Background: an optimization exercise with open tools, aiming at small area, a short achievable clock period and few clock cycles. Do not read the settings as production practice. At most, simulation tests tie the RTL to the original design; equivalence was not proved. Power and IR drop assume default switching activity. No driver is modelled on the clock port, so clocking that relies on it looks cheaper here than on a real chip.

// frx_rx
module frx_rx (
    input  wire        clk,
    input  wire        rst,           
    input  wire        in_valid,
    input  wire [7:0]  in_data,
    input  wire        in_last,
    output wire        in_ready,
    output wire        out_valid,
    output wire [7:0]  out_data,
    output wire        out_last,
    input  wire        out_ready,
    output wire [31:0] bytes_read,
    output wire [31:0] bytes_invalid,
    output wire        idle
);
    localparam [7:0] HEAD = 8'hF7;
    localparam integer DF = 8;          
    localparam integer WD = 8;          
    localparam [2:0] E_CHK  = 3'd0,     
                     E_SCAN = 3'd1,     
                     E_SKIP = 3'd2,     
                     E_FRM  = 3'd3,     
                     E_CRC  = 3'd4,     
                     E_CRCD = 3'd5;     
    function [7:0] crc8_byte(input [7:0] c, input [7:0] d);
        integer i;
        reg [7:0] r;
        begin
            r = c ^ d;
            for (i = 0; i < 8; i = i + 1)
                r = r[7] ? ((r << 1) ^ 8'h07) : (r << 1);
            crc8_byte = r;
        end
    endfunction
    function [10:0] add10(input [9:0] x, input [9:0] y);
        integer i, k;
        reg [9:0] g, p, gn, pn;
        begin
            g = x & y;
            p = x ^ y;
            for (k = 1; k < 10; k = k * 2) begin
                gn = g; pn = p;
                for (i = k; i < 10; i = i + 1) begin
                    gn[i] = g[i] | (p[i] & g[i-k]);
                    pn[i] = p[i] & p[i-k];
                end
                g = gn; p = pn;
            end
            add10 = {g[9], (x ^ y) ^ {g[8:0], 1'b0}};
        end
    endfunction
    function [7:0] inc8(input [7:0] x, input c);
        integer i;
        reg [7:0] t;
        begin
  ...
Size in the first run: ~89 I/O pins, ~58000 µm² of cells after synthesis.
==> flow/config.mk <==
export PLATFORM = sky130hd
export DESIGN_NAME = frx_rx
export DESIGN_NICKNAME = frx_rx
export VERILOG_FILES = /design/flow/design.v
export SDC_FILE = /design/flow/constraint.sdc
export NUM_CORES = 4
export LEC_CHECK = 0
export CAP_MARGIN = 20
export CORE_MARGIN = 2
export CORE_UTILIZATION = 40
export SLEW_MARGIN = 20
export SYNTH_MEMORY_MAX_BITS = 16384
==> flow/constraint.sdc <==
create_clock -name core_clock -period 12.0 [get_ports {clk}]
set_input_delay 2.4000 -clock core_clock [delete_from_list [all_inputs] [get_ports {clk}]]
set_output_delay 2.4000 -clock core_clock [all_outputs]
set_load 0.01 [all_outputs]
standard.sh (not shown) runs the stock make flow with config.mk's settings and CLKGATE_MAP_FILE= SYNTH_SCRIPT=/design/flow/synth_recipe.tcl, a recipe that flattens the netlist after the stock synthesis.
==> flow/flow/run.sh <==
#!/bin/bash
# The standard layout (the standard.sh, unchanged synthesis, floorplan,
# placement, CTS and routing), with timing repair asked to leave more setup
# slack than the default, so that the resizer also works on paths that already
# meet the clock period.
set -euo pipefail
export SETUP_SLACK_MARGIN=8.0
bash standard.sh > standard_flow.log 2>&1
Then changed:
==> flow/run.sh (new file) <==
#!/bin/bash
# synth_recipe.tcl (not shown) runs the flow's synth.tcl, then flattens the netlist and writes it again
# the make line also repeats each setting of config.mk as NAME=value (left out here)
make -C /OpenROAD-flow-scripts/flow DESIGN_CONFIG=/design/flow/config.mk WORK_HOME=/design/flow/orfs CLKGATE_MAP_FILE= SYNTH_SCRIPT=/design/flow/synth_recipe.tcl finish
removed: flow/flow/run.sh
removed: flow/standard.sh
Effect:
- The changed run completed with no timing, DRC or antenna violations
- non-clock buffer count came out higher by 2
- combinational power is about the same
- design area came out higher by 0.57%
- via count came out higher by about 0.4%
- first-iteration DRC count came out lower by 2.6%
- total power came out higher by 1.3%
- area after synthesis does not change
- synthesized cell count stays the same
Then changed:
==> flow/flow/run.sh (new file) <==
#!/bin/bash
# The standard layout (the standard.sh: unchanged synthesis, floorplan,
# placement, CTS and routing) with two changes in how it is made:
#  - timing repair is asked to leave more setup slack than the default, so the
#    resizer also works on paths that already meet the clock period;
#  - clock tree synthesis clusters up to 25 sinks within 80 um per leaf buffer
#    and inserts no dummy loads.
set -euo pipefail
export SETUP_SLACK_MARGIN=8.0
export CTS_ARGS="-sink_clustering_enable -repair_clock_nets -dont_use_dummy_load -sink_clustering_size 25 -sink_clustering_max_diameter 80"
bash standard.sh > standard_flow.log 2>&1
==> flow/standard.sh (new file) <==
#!/bin/bash
# synth_recipe.tcl (not shown) runs the flow's synth.tcl, then flattens the netlist and writes it again
# the make line also repeats each setting of config.mk as NAME=value (left out here)
make -C /OpenROAD-flow-scripts/flow DESIGN_CONFIG=/design/flow/config.mk WORK_HOME=/design/flow/orfs CLKGATE_MAP_FILE= SYNTH_SCRIPT=/design/flow/synth_recipe.tcl "${@:-finish}"
removed: flow/run.sh
What happened: The changed run ran to the end with no violations; design area fell by about 7%; synthesized cell count is unchanged; first-iteration DRC count rose by about 1.7%; die area stays the same; via count fell by 3.9%; utilization fell by 3.1 points.
No run of this note included a check of the RTL's function; only the layout flow was run.

frx_rx, a different RTL version from the one above (not shown whole).
For scale: ~3300 cells after synthesis, roughly 2400 flip-flops, roughly 56000 um^2 of cells after synthesis.
clock: 12.0 ns
lec_check: 0
cap_margin: 20
core_margin: 2
core_utilization: 65
slew_margin: 20
synth_memory_max_bits: 16384
==> flow/flow/run.sh <==
#!/bin/bash
# The standard layout (the standard.sh: unchanged synthesis, floorplan,
# placement, CTS and routing) with two changes in how it is made:
#  - timing repair is asked to leave more setup slack than the default, so the
#    resizer also works on paths that already meet the clock period;
#  - clock tree synthesis clusters up to 30 sinks within 70 um per leaf buffer
#    and inserts no dummy loads.
set -euo pipefail
export SETUP_SLACK_MARGIN=8.6
export CTS_ARGS="-sink_clustering_enable -repair_clock_nets -dont_use_dummy_load -sink_clustering_size 30 -sink_clustering_max_diameter 70"
bash standard.sh > standard_flow.log 2>&1
The first run produced a clean layout.
Testbench counts at the start, summed over its fixed seeds: cycles 98,240.
Next try:
--- a/flow/flow/run.sh
+++ b/flow/flow/run.sh
@@ -8,3 +8,3 @@
 set -euo pipefail
-export SETUP_SLACK_MARGIN=8.6
+export SETUP_SLACK_MARGIN=8.4
 export CTS_ARGS="-sink_clustering_enable -repair_clock_nets -dont_use_dummy_load -sink_clustering_size 30 -sink_clustering_max_diameter 70"
Settings changed: CORE_UTILIZATION 65 to 70.
Sequential cell count does not change.
Global-route usage increases by 5.0 points.
Routed wire length increases by 18%.
Cell area decreases by 1.4%.
Area after synthesis stays the same.
Next try:
Settings changed: CORE_UTILIZATION 70 to 65, TNS_END_PERCENT from default to 20.
=> The new run passed the timing, DRC and antenna checks. Critical path depth stays the same. Clock skew rose by 0.018 ns. Non-clock buffer count drops by 18. Register-to-register slack gains 0.09 ns. Sequential power is about the same. Utilization came out lower by 5.5 points.

== JK ==
frx_rx, a different RTL version from the one above (not shown whole).
For scale: roughly 3500 cells after synthesis, ~2400 flip-flops, about 89 I/O pins.
Settings: LEC_CHECK=0, CAP_MARGIN=20, CORE_MARGIN=2, CORE_UTILIZATION=65, SLEW_MARGIN=20, SYNTH_MEMORY_MAX_BITS=16384; clock period 12.0 ns.
==> flow/flow/run.sh <==
#!/bin/bash
# The standard layout (the standard.sh: unchanged synthesis, floorplan,
# placement, CTS and routing) with two changes in how it is made:
#  - timing repair is asked to leave more setup slack than the default, so the
#    resizer also works on paths that already meet the clock period;
#  - clock tree synthesis clusters up to 30 sinks within 70 um per leaf buffer
#    and inserts no dummy loads.
set -euo pipefail
export SETUP_SLACK_MARGIN=8.6
export CTS_ARGS="-sink_clustering_enable -repair_clock_nets -dont_use_dummy_load -sink_clustering_size 30 -sink_clustering_max_diameter 70"
bash standard.sh > standard_flow.log 2>&1
JK completed; timing, DRC and antenna clean
Testbench counts of JK, summed over its fixed seeds: cycles 98,274.
#### Input delta (MS over JK)
- a change of CORE_UTILIZATION from 65 to 80
[summary]
MS is listed as incomplete: the tool reported an error in global routing and the run ended there.
Summary of the comparison: post-place setup slack is lower in MS, relative to JK.
From MS to JK, multiplexer fraction of the synthesized cell area did not move at all.
Looking at floorplan die width, MS sits 29 microns below JK.
~same sequential area share after synthesis in MS and JK
Relative to JK, number of instances resized during post-cts repair has increased by 28 in MS.
Comparing MS against JK, there is no change at all in CTS sink count.
Between JK and MS, the flow reports die span in y decreasing by a little under 10%.
MS vs JK: detailed placement HPWL up by more than half
Inputs modified between MS and AL:
- CORE_UTILIZATION now 40, was 80
--- a/flow/flow/run.sh
+++ b/flow/flow/run.sh
@@ -6 +6 @@
-#  - clock tree synthesis clusters up to 30 sinks within 70 um per leaf buffer
+#  - clock tree synthesis clusters up to 25 sinks within 80 um per leaf buffer
@@ -9,2 +9,2 @@
-export SETUP_SLACK_MARGIN=8.6
-export CTS_ARGS="-sink_clustering_enable -repair_clock_nets -dont_use_dummy_load -sink_clustering_size 30 -sink_clustering_max_diameter 70"
+export SETUP_SLACK_MARGIN=8.4
+export CTS_ARGS="-sink_clustering_enable -repair_clock_nets -dont_use_dummy_load -sink_clustering_size 25 -sink_clustering_max_diameter 80"
In the metrics for MS and AL, the one carrying the lower number of cells in the design after placement is MS.
MS failed in global routing with GRT-0116.
AL closes out successfully: all stages finished, all timing, DRC and antenna checks passed.
MS → AL: site row count has increased, worst slack at placement has decreased, total cell area at the placement stage has increased, die outline width has increased, post-synthesis cell count has remained practically unchanged.

Setup of trial 18:
RTL: one of the versions met above, not the one the previous note started from.
Size: about 3300 cells after synthesis, about 2400 flip-flops, ~89 I/O pins, about 0.056 mm^2 of cells after synthesis.
Settings: LEC_CHECK=0, CAP_MARGIN=20, CORE_MARGIN=2, CORE_UTILIZATION=65, SLEW_MARGIN=20, SYNTH_MEMORY_MAX_BITS=16384; clock period 12.0 ns.
==> flow/flow/run.sh <==
#!/bin/bash
# The standard layout (the standard.sh: unchanged synthesis, floorplan,
# placement, CTS and routing) with two changes in how it is made:
#  - timing repair is asked to leave more setup slack than the default, so the
#    resizer also works on paths that already meet the clock period;
#  - clock tree synthesis clusters up to 30 sinks within 70 um per leaf buffer
#    and inserts no dummy loads.
set -euo pipefail
export SETUP_SLACK_MARGIN=8.3
export CTS_ARGS="-sink_clustering_enable -repair_clock_nets -dont_use_dummy_load -sink_clustering_size 30 -sink_clustering_max_diameter 70"
bash standard.sh > standard_flow.log 2>&1
Testbench counts of trial 18, summed over its fixed seeds: cycles 98,240.
Input-level comparison between build 20 and trial 18:
-- flow/flow/run.sh --
<<< trial 18, line 7
#    and inserts no dummy loads.
set -euo pipefail
export SETUP_SLACK_MARGIN=8.3
export CTS_ARGS="-sink_clustering_enable -repair_clock_nets -dont_use_dummy_load -sink_clustering_size 30 -sink_clustering_max_diameter 70"
bash standard.sh > standard_flow.log 2>&1
>>> build 20, line 7
#    and inserts no dummy loads.
set -euo pipefail
export SETUP_SLACK_MARGIN=8.4
export CTS_ARGS="-sink_clustering_enable -repair_clock_nets -dont_use_dummy_load -sink_clustering_size 30 -sink_clustering_max_diameter 70"
bash standard.sh > standard_flow.log 2>&1
### Flow results
Build 20 reports a lower hold slack than trial 18 does.
Between trial 18 and build 20, the combined flip-flop and latch cell area figures differ only marginally.
Going from trial 18 to build 20, final instance area saw little to no change, number of cells after detailed placement saw little to no change, detailed-routed wire length on met2 saw an increase, final worst-path cycle share saw a decrease, non-clock buffer area fraction after layout saw little to no change.
[compare] base=trial 18 new=build 20: overall routed net length rose about 0.6%, total power after layout was more or less identical.
Build 20 -> trial 18: switching portion of total power flat

-- port drivers added, routing unchanged --
In the flow no input, the clock included, has a driving cell. The finished layouts below were timed again as built, in two steps. Step 1 assumes that a clkbuf_16 drives the clock port and a buf_2 every other input. Step 2 moves the port delays by t, midway between the first and last clock arrival at a register: inputs arrive t later, outputs are due t later. That takes back most of the time a late clock gives input paths. a / b / c = ideal / step 1 / step 2; a / b = the first two.
run	t (ns)	slack for setup (ns)	worst data-port slew with drivers (ns)
the first run of note 1	0.851	8.036 / 8.023 / 7.395	0.04
the second run of note 1	0.840	7.779 / 7.715 / 7.636	0.04
the third run of note 1	0.770	8.040 / 8.034 / 7.381	0.04
the first run of note 2	0.702	8.402 / 8.336 / 7.955	0.06
the second run of note 2	0.705	8.395 / 8.334 / 7.748	0.08
the third run of note 2	0.703	8.347 / 8.281 / 7.678	0.06
JK	0.701	8.448 / 8.384 / 7.981	0.12
AL	0.768	8.402 / 8.331 / 7.779	0.07
trial 18	0.712	8.350 / 8.282 / 7.729	0.06
build 20	0.691	8.387 / 8.327 / 7.823	0.07
After both steps every run listed still meets setup and hold. For the third run of note 2, which loses most, drivers alone change the setup slack by -0.066 ns; drivers and shift together by -0.669 ns.
